This design comes from an exercise in tuning for small area, a short achievable clock period and few clock cycles on the open sky130 flow, not from production work. RTL that was checked went through simulation tests only; none was proved equivalent to the original. Power is estimated from default activity; no workload was simulated.

Design lufft_rx, start of the top module:
module lufft_rx (
    input  wire        clk,
    input  wire        rst,
    input  wire        start,
    input  wire [2:0]  mode,
    input  wire [15:0] len,
    input  wire [7:0]  ecmd,
    input  wire [7:0]  ever,
    output wire        idle,
    input  wire        in_valid,
    input  wire [7:0]  in_data,
    output wire        in_ready,
    output wire        pay_valid,
    output wire [7:0]  pay_data,
    output reg         ent_valid,
    output wire [63:0] ent_value,
    output wire        ent_recog,
    output wire [1:0]  ent_kind,
    output reg         done,
    output reg  [7:0]  res_err,
    output wire [7:0]  res_len,
    output wire [63:0] res_value,
    output wire        res_recog,
    output wire [1:0]  res_kind
);
    function [15:0] crc_step(input [15:0] c, input [7:0] b);
        integer i;
        reg [15:0] r;
        reg [7:0]  d;
        begin
            r = c;
            d = b;
            for (i = 0; i < 8; i = i + 1) begin
                if (r[0] ^ d[0]) r = (r >> 1) ^ 16'h8408;
                else             r = r >> 1;
                d = d >> 1;
            end
            crc_step = r;
        end
    endfunction
    reg        idle_r;        
    reg        rdy;           
    reg        rep;           
    reg        h7v;           
    reg [2:0]  md;
    reg [7:0]  x_cmd, x_ver;
    reg        lerr;
    reg [15:0] rem;           
    reg [7:0]  iq;            
    reg        iv;
    reg        f0q;           
    reg        c_lt2;         
    reg        c_neg;         
    reg        c_z;           
    reg        c_le7;         
    reg [2:0]  hidx;          
    reg [39:0] hb;            
    reg        pre;           
    reg [3:0]  pos;           
    reg        hdone;         
    reg [15:0] crc;
    reg [2:0]  ecode;         
    reg [7:0]  plen;          
    reg        pshort;        
    reg [8:0]  mk;            
    reg        pwin;          
    reg        ine, ebeg;     
    reg [7:0]  erem;          
    reg [7:0]  m_left;        
    reg        sgn;
    reg        recog;
    reg [1:0]  kind;
    reg [63:0] val;
    wire act  = ~idle_r;
    wire acc  = start & idle_r;
  ...
Size: roughly 1300 cells after synthesis, ~230 flip-flops, roughly 13000 um^2 of cells after synthesis.
Settings: LEC_CHECK=0, CAP_MARGIN=20, CORE_MARGIN=2, CORE_UTILIZATION=60, SETUP_SLACK_MARGIN=5, SLEW_MARGIN=20; clock period 8.5 ns.
standard.sh (not shown) runs the stock make flow with config.mk's settings and CLKGATE_MAP_FILE= SYNTH_SCRIPT=/design/flow/synth_recipe.tcl, a recipe that flattens the netlist after the stock synthesis.
==> flow/flow/run.sh <==
#!/bin/bash
set -euo pipefail
bash standard.sh BUFFER_PORTS_ARGS="-buffer_cell sky130_fd_sc_hd__buf_1" SETUP_SLACK_MARGIN=5.5 finish > standard.log 2>&1
The starting point passed the timing, design-rule and antenna checks.
Then changed:
--- a/flow/config.mk
+++ b/flow/config.mk
@@ -10,0 +11,2 @@
+export CTS_CLUSTER_DIAMETER = 100
+export CTS_CLUSTER_SIZE = 30
The new run completed without violations.
Setup slack gets better by 0.22 ns.
Design area decreases by 3.7%.
Sequential share of layout area rose by 1.6 points.
Area after synthesis stays the same.
Clock-buffer cell count went down by 19.
Final cell count fell by 1.6%.
No run of this note included a check of the RTL's function; only the layout flow was run.

* * *

== 02-15 ==
The RTL this note starts from:
==> flow/design.v <==
module lufft_rx (
    input  wire        clk,
    input  wire        rst,
    input  wire        start,
    input  wire [2:0]  mode,
    input  wire [15:0] len,
    input  wire [7:0]  ecmd,
    input  wire [7:0]  ever,
    output wire        idle,
    input  wire        in_valid,
    input  wire [7:0]  in_data,
    output wire        in_ready,
    output reg         pay_valid,
    output reg  [7:0]  pay_data,
    output reg         ent_valid,
    output wire [63:0] ent_value,
    output wire        ent_recog,
    output wire [1:0]  ent_kind,
    output reg         done,
    output reg  [7:0]  res_err,
    output wire [7:0]  res_len,
    output wire [63:0] res_value,
    output wire        res_recog,
    output wire [1:0]  res_kind
);
    function [15:0] crc_step(input [15:0] c, input [7:0] b);
        integer i;
        reg [15:0] r;
        reg [7:0]  d;
        begin
            r = c;
            d = b;
            for (i = 0; i < 8; i = i + 1) begin
                if (r[0] ^ d[0]) r = (r >> 1) ^ 16'h8408;
                else             r = r >> 1;
                d = d >> 1;
            end
            crc_step = r;
        end
    endfunction
    reg        idle_r;        
    reg        rdy;           
    reg        rep;           
    reg        h7v;           
    reg [2:0]  md;
    reg [7:0]  cm, ve;
    reg        lerr;
    reg [15:0] rem;           
    reg [7:0]  iq;            
    reg        iv;
    reg        f0q;           
    reg        c_lt2;         
    reg        c_neg;         
    reg        c_z;           
    reg        c_le7;         
    reg [2:0]  hidx;          
    reg [2:0]  dd;            
    reg        pre;           
    reg [3:0]  pos;           
    reg        hdone;         
    reg [15:0] crc;
    reg [2:0]  ecode;         
    reg [7:0]  plen;          
    reg [7:0]  lr;            
    reg        pshort;        
    reg [8:0]  mk;            
    reg        pwin;          
    reg        ine, ebeg;     
    reg        sgn;
    reg        recog;
    reg [1:0]  kind;
    reg [63:0] val;           
    wire [7:0] x_cmd  = cm;
    wire [7:0] x_ver  = ve;
    wire [7:0] m_left = cm;
    wire [7:0] erem   = ve;
    wire [39:0] hb    = val[39:0];
    wire act  = ~idle_r;
    wire acc  = start & idle_r;
    wire xfer = in_valid & rdy & act;
    wire rem1 = (rem == 16'd1);
    wire ill  = md[2] & (md[1] | md[0]);
    wire nod  = (rem == 16'd0);        
    wire done_d = act & ((xfer & rem1) | ill | nod);
    assign idle     = idle_r;
    assign in_ready = rdy;
    wire nv   = iv & act & ~rep;
    wire h6   = nv & (hidx == 3'd6);
    wire       remhi = |rem[15:9];
    wire [8:0] r6    = rem[8:0] - 9'd6;
    wire [8:0] r13   = rem[8:0] - 9'd13;
    wire [8:0] din9  = {1'b0, in_data};
    wire       s_neg = !remhi && (din9 > r6);
    wire       s_z   = !remhi && (din9 == r6);
    wire       s_le7 = !remhi && ((rem[8:0] < 9'd13) || (din9 >= r13));
    wire       lerr6 = c_lt2 || c_neg || lerr;    
    wire       d_z   = c_z;
    wire       d_sm  = c_le7 && !c_z;     
    wire       d_big = !c_le7;
    wire       rst_f = h6 && !d_z;       
    wire [8:0] f0pos = {1'b0, lr} + 9'd12;
    wire       f0in  = (hidx == 3'd7) && !remhi && (rem[8:0] == f0pos);
    wire       f0hit = pre && f0q;
    wire       rp_on = rep && (dd == 3'd0) && (hidx != 3'd7 || h7v);
    wire [7:0] pb    = rep ? ((hidx == 3'd6) ? lr : hb[7:0]) : iq;
    wire       fp    = (nv && (!pre || f0hit)) || rp_on;
    wire       pp    = iv && pwin;
    wire       f9    = fp && !hdone && (pos == 4'd9);
    wire       pwin_d = acc ? 1'b0 : (pp && rem4) ? 1'b0 : f9 ? (lr != 8'd2) : pwin;
    wire       hb_sh = (nv && hidx != 3'd0 && hidx < 3'd6) || (rep && hidx != 3'd6);      
    wire rem4    = (rem == 16'd4);
    wire        crc_en = fp && (rem != 16'd0);
    wire [15:0] crc_s  = crc_step(crc, pb);
    wire        crc_ok = (nv && rem1) ? (crc[15:8] == 8'd0 && iq == crc[7:0])
                                      : (crc == 16'd0);
    reg        hbad;
    reg [2:0]  hcode;
    always @(*) begin
        hbad  = 1'b0;
        hcode = 3'd0;
        case ({hdone, pos})
            5'd0: begin hbad = (pb != 8'h01); hcode = 3'd2; end
            5'd1: begin hbad = (pb != 8'h10); hcode = 3'd3; end
            5'd7: begin hbad = (pb != 8'h02); hcode = 3'd4; end
            5'd8: begin hbad = (pb != x_cmd); hcode = 3'd5; end
            5'd9: begin hbad = (pb != x_ver); hcode = 3'd6; end
            default: ;
        endcase
    end
    wire m1 = (md == 3'd1), m2 = (md == 3'd2), m3 = (md == 3'd3), m4 = (md == 3'd4);
    wire known = (iq[7:3] == 5'b00010);
    reg [7:0] wp1;    
    always @(*) begin
        case (iq[2:0])
            3'd0, 3'd1:       wp1 = 8'd2;
            3'd2, 3'd3:       wp1 = 8'd3;
            3'd4, 3'd5, 3'd6: wp1 = 8'd5;
            default:          wp1 = 8'd9;
        endcase
    end
    wire tg    = pp && (pos == 4'd2) && ine;
    wire sbyte = pp && m2 && ebeg && (m_left != 8'd0);
    wire eend  = pp && ine && (erem == 8'd1);
    wire tagbad = known && (erem != wp1);
    wire perr  = (sbyte && (iq < 8'd2)) || (tg && tagbad);
    wire       inv   = (pos >= 4'd3) && (pos <= 4'd10);
    wire       vw    = pp && inv && ((ine && recog) ||
                                     (m3 && pos == 4'd3) || (m4 && pos <= 4'd5));
    wire [2:0] vj    = pos[2:0] - 3'd3;
    wire       fill  = vw && sgn && iq[7];
    wire       vclr  = tg && !known;
    integer k;
    always @(posedge clk) begin
        ent_valid <= 1'b0;
        done      <= done_d;
        iq <= in_data;
        pay_data <= in_data & {8{in_valid}};     
        iv <= in_valid & act & rdy;
        f0q   <= f0in;
        c_lt2 <= (in_data < 8'd2);
        c_neg <= s_neg;
        c_z   <= s_z;
        c_le7 <= s_le7;
        if (xfer) rem <= rem - 16'd1;
        if (nv && hidx != 3'd7) hidx <= hidx + 3'd1;
        if (fp && !hdone) pos <= pos + 4'd1;
        if (crc_en) crc <= crc_s;
        if (fp && ecode == 3'd0 && hbad) ecode <= hcode;
        if (perr && ecode == 3'd0) ecode <= 3'd7;
        if ((nv || (rep && hidx == 3'd7 && h7v)) && mk != 9'd0) begin
            mk <= mk - 9'd1;
            if (mk == 9'd1 && iq != 8'h03) lerr <= 1'b1;
        end
        if (f0hit && nv) pre <= 1'b0;
        if (h6) begin
            plen <= iq - 8'd2;
            lr   <= iq;
            dd   <= rem[2:0] - iq[2:0] - 3'd6;      
            mk   <= {1'b0, iq} + 9'd2;
            case (md)
                3'd1:       pshort <= (iq < 8'd5);
                3'd2, 3'd3: pshort <= (iq < 8'd4);
                3'd4:       pshort <= (iq < 8'd6);
                default:    pshort <= 1'b0;
            endcase
            if (lerr6) lerr <= 1'b1;
            if (rst_f) begin
                pos   <= 4'd0;
                crc   <= 16'hFFFF;
                ecode <= 3'd0;
            end
            if (!lerr6 && d_sm) begin
                rep  <= 1'b1;
                rdy  <= 1'b0;
                hidx <= 3'd1;
            end
            if (!lerr6 && d_big) pre <= 1'b1;
        end
        if (rep) begin
            if (dd != 3'd0) dd <= dd - 3'd1;
            if (hidx == 3'd1) h7v <= iv;
            if (hidx == 3'd6) rdy <= 1'b1;
            if (hidx == 3'd7) rep <= 1'b0;
            else              hidx <= hidx + 3'd1;
        end
        pwin      <= pwin_d;
        pay_valid <= in_valid & act & rdy & pwin_d;
        if (f9) begin
            hdone <= 1'b1;
            pos   <= (m3 || m4) ? 4'd2 : 4'd0;
            ine  <= m1;
            ve   <= lr - 8'd2;
            ebeg <= 1'b0;
            sgn  <= 1'b0;
        end
        if (pp) begin
            if (pos != 4'd15) pos <= pos + 4'd1;
            if (m2 && !ine && !ebeg && pos == 4'd1) begin
                cm     <= iq;
                ebeg   <= 1'b1;
            end
            if (sbyte) begin
                ve   <= iq;
                pos   <= 4'd1;
                ine  <= 1'b1;
                ebeg <= 1'b0;
            end
            if (ine) ve <= erem - 8'd1;
            if (eend) begin
                ine       <= 1'b0;
                ent_valid <= m2;
                ebeg      <= 1'b1;
                cm        <= m_left - 8'd1;
            end
        end
        if (tg) begin
            recog <= known;
            kind  <= (iq == 8'h16) ? 2'd1 : (iq == 8'h17) ? 2'd2 : 2'd0;
            sgn   <= known && iq[0] && !(iq[2] && iq[1]);
        end
        for (k = 0; k < 8; k = k + 1) begin
            if (hb_sh && k < 5)
                val[k*8 +: 8] <= (k == 4) ? iq : val[k*8+8 +: 8];
            else if (vclr || (vw && vj <= k))
                val[k*8 +: 8] <= (vw && vj == k) ? iq : {8{fill}};
        end
        if (ill)                    res_err <= 8'h30;
        else if (nod)               res_err <= 8'h01;
        else if (lerr)              res_err <= 8'h10;
        else if (!crc_ok)           res_err <= 8'h11;
        else if (ecode != 3'd0)     res_err <= {5'b00010, ecode};
        else if (pshort || (m2 && m_left != 8'd0)) res_err <= 8'h17;
        else                        res_err <= 8'h00;
        if (acc) begin
            idle_r <= 1'b0;
            md     <= mode;
            cm     <= ecmd;
            ve     <= ever;
            rem    <= len;
            lerr   <= (len < 16'd14);
            hidx   <= 3'd0;
            pos    <= 4'd0;
            hdone  <= 1'b0;
            pre    <= 1'b0;
            crc    <= 16'hFFFF;
            ecode  <= 3'd0;
            mk     <= 9'd0;
        end
        if (done_d) idle_r <= 1'b1;
        if (rst) begin
            idle_r    <= 1'b1;
            rdy       <= 1'b1;
            rep       <= 1'b0;
                done      <= 1'b0;
            ent_valid <= 1'b0;
            iv        <= 1'b0;
        end
    end
    assign ent_value = val;
    assign ent_recog = recog;
    assign ent_kind  = kind;
    assign res_len   = plen;
    assign res_value = val;
    assign res_recog = recog;
    assign res_kind  = kind;
endmodule
export LEC_CHECK = 0
export CAP_MARGIN = 20
export CORE_MARGIN = 2
export CORE_UTILIZATION = 60
export CTS_CLUSTER_DIAMETER = 80
export CTS_CLUSTER_SIZE = 24
export SETUP_SLACK_MARGIN = 5
export SLEW_MARGIN = 20
create_clock -name core_clock -period 8.5 [get_ports {clk}]
Scripts as last shown in full above: flow/flow/run.sh
Input-level comparison between 10-26 and 02-15:
==> flow/flow/run.sh <==
#!/bin/bash
set -euo pipefail
bash standard.sh BUFFER_PORTS_ARGS="-buffer_cell sky130_fd_sc_hd__buf_1" SETUP_SLACK_MARGIN=5.8 finish > standard.log 2>&1
==> run notes <==
Compared with 02-15, in 10-26 die height level, smallest hold slack moved down, final critical-path required period moved down. Going from 02-15 to 10-26, final cell count grew by a few percent. Taking 02-15 as the reference point, the non-clock buffer count of 10-26 rises by 27%. | fraction of area in registers | 10-26 vs 02-15 | 2.6 points lower |.
Function was not checked in any run of this note: the RTL went through the layout flow alone.

* * *

Setup of run A:
Another version of the RTL of lufft_rx (not shown whole).
For scale: roughly 1300 cells after synthesis, ~180 flip-flops.
==> flow/config.mk <==
export PLATFORM = sky130hd
export DESIGN_NAME = lufft_rx
export DESIGN_NICKNAME = lufft_rx
export VERILOG_FILES = /design/flow/design.v
export SDC_FILE = /design/flow/constraint.sdc
export NUM_CORES = 4
export LEC_CHECK = 0
export CAP_MARGIN = 20
export CORE_MARGIN = 2
export CORE_UTILIZATION = 70
export CTS_BUF_LIST = sky130_fd_sc_hd__clkbuf_8
export CTS_CLUSTER_DIAMETER = 80
export CTS_CLUSTER_SIZE = 24
export SETUP_SLACK_MARGIN = 5
export SLEW_MARGIN = 20
==> flow/constraint.sdc <==
create_clock -name core_clock -period 8.5 [get_ports {clk}]
set_input_delay 1.7000 -clock core_clock [delete_from_list [all_inputs] [get_ports {clk}]]
set_output_delay 1.7000 -clock core_clock [all_outputs]
set_load 0.01 [all_outputs]
==> flow/flow/run.sh <==
#!/bin/bash
# Layout flow: the standard ORFS flow (standard.sh, standard synthesis
# unchanged) with two changes to how the layout is made:
#  - buffer_ports puts the smallest buffer (buf_1) on every input and output
#    port instead of the delay-cell buffer it picks by default;
#  - timing repair aims at 5.5 ns of setup slack at the design's period.
# The SDC, clock period and I/O constraints are the standard flow's, unchanged.
# make's full output goes to standard.log; ORFS keeps each step's log under
# orfs/logs.
set -euo pipefail
bash standard.sh BUFFER_PORTS_ARGS="-buffer_cell sky130_fd_sc_hd__buf_1" SETUP_SLACK_MARGIN=5.5 finish > standard.log 2>&1
Testbench counts of run A, summed over its fixed seeds: cycles 15,909.
Input changes introduced in run B (baseline for comparison: run A):
- CORE_UTILIZATION: 70 -> 60
## What came out
| wire length | run A vs run B | ≈ equal |
Vias: run B fewer than run A
On global-route wire length before repair, run A beats run B.
Area added between synthesis and finish (higher): run A
Density: run B sparser than run A
In run B, net switching fraction of the power is higher than in run A.
> inputs changed (run B -> run C)
- a change of CTS_BUF_LIST from sky130_fd_sc_hd__clkbuf_8 to sky130_fd_sc_hd__clkbuf_16
- a change of CTS_CLUSTER_DIAMETER from 80 to 200
- a change of CTS_CLUSTER_SIZE from 24 to 64
--- outcome ---
- Max non-clock buffering overhead in the final layout across run B and run C: run B
- On leakage power of the design, run C does worse than run B.
- Compared with run B, final area in run C increased slightly.
- Clock buffer instance count of the final layout down 1 in run C wrt run B
- Taking run B as the reference, in run C slack of the critical path rose by 0.026 ns; antenna diode count decreased 1; met2 layer usage reported by global route grew by 0.54 points.
Modified inputs, run D compared to run C
- changing CTS_CLUSTER_DIAMETER from 200 to 150
- changing CTS_BUF_LIST from sky130_fd_sc_hd__clkbuf_16 to sky130_fd_sc_hd__clkbuf_8 sky130_fd_sc_hd__clkbuf_16
- changing CTS_CLUSTER_SIZE from 64 to 40
[summary]
Run D vs run C: reported clock group power up by a few percent. | fraction of area in registers | run C vs run D | ≈ equal |. Between run C and run D, the flow reports highest attainable clock frequency decreasing slightly. Global-route usage essentially unchanged between run C and run D. Summary of run D over run C: starting DRC count in detailed routing down 9.0%; count of inserted antenna diode cells up 1.

[what the ideal ports hide]
The flow's constraints put no driver on any port. The routed layouts listed below were extracted and timed again, unchanged, in two steps.
Step 1 sets driving cells, clkbuf_16 on the clock port and buf_2 on the other inputs (assumed; they add their load-dependent delay and slew).
Step 2, shift: input delay + t, output delay - t, t = (earliest + latest rising clock arrival at the registers) / 2. This alone moves slack from input paths to output paths.
Slacks: ideal / step 1 / step 2; pairs: ideal / step 1.
run | t, ns | slack for setup (ns) | worst register clock-pin slew, ns | worst data-port slew with drivers (ns) | cell pins on the clock port's net
the first run of note 1 | 0.573 | 5.310 / 5.258 / 5.188 | 0.06 / 0.06 | 0.08 | 1
the second run of note 1 | 0.533 | 5.528 / 5.474 / 5.186 | 0.12 / 0.12 | 0.07 | 1
02-15 | 0.489 | 5.570 / 5.521 / 5.204 | 0.08 / 0.08 | 0.04 | 1
10-26 | 0.488 | 5.670 / 5.622 / 5.393 | 0.08 / 0.08 | 0.04 | 1
run A | 0.525 | 5.517 / 5.475 / 5.180 | 0.11 / 0.11 | 0.04 | 1
run B | 0.516 | 5.551 / 5.511 / 5.219 | 0.11 / 0.11 | 0.03 | 1
run C | 0.483 | 5.577 / 5.530 / 5.202 | 0.08 / 0.08 | 0.04 | 1
run D | 0.483 | 5.564 / 5.518 / 5.216 | 0.07 / 0.07 | 0.03 | 1
After both steps setup and hold are still met in every run listed. The setup slack of run C, which loses most, moves by -0.047 ns with the drivers and by -0.375 ns with both steps.
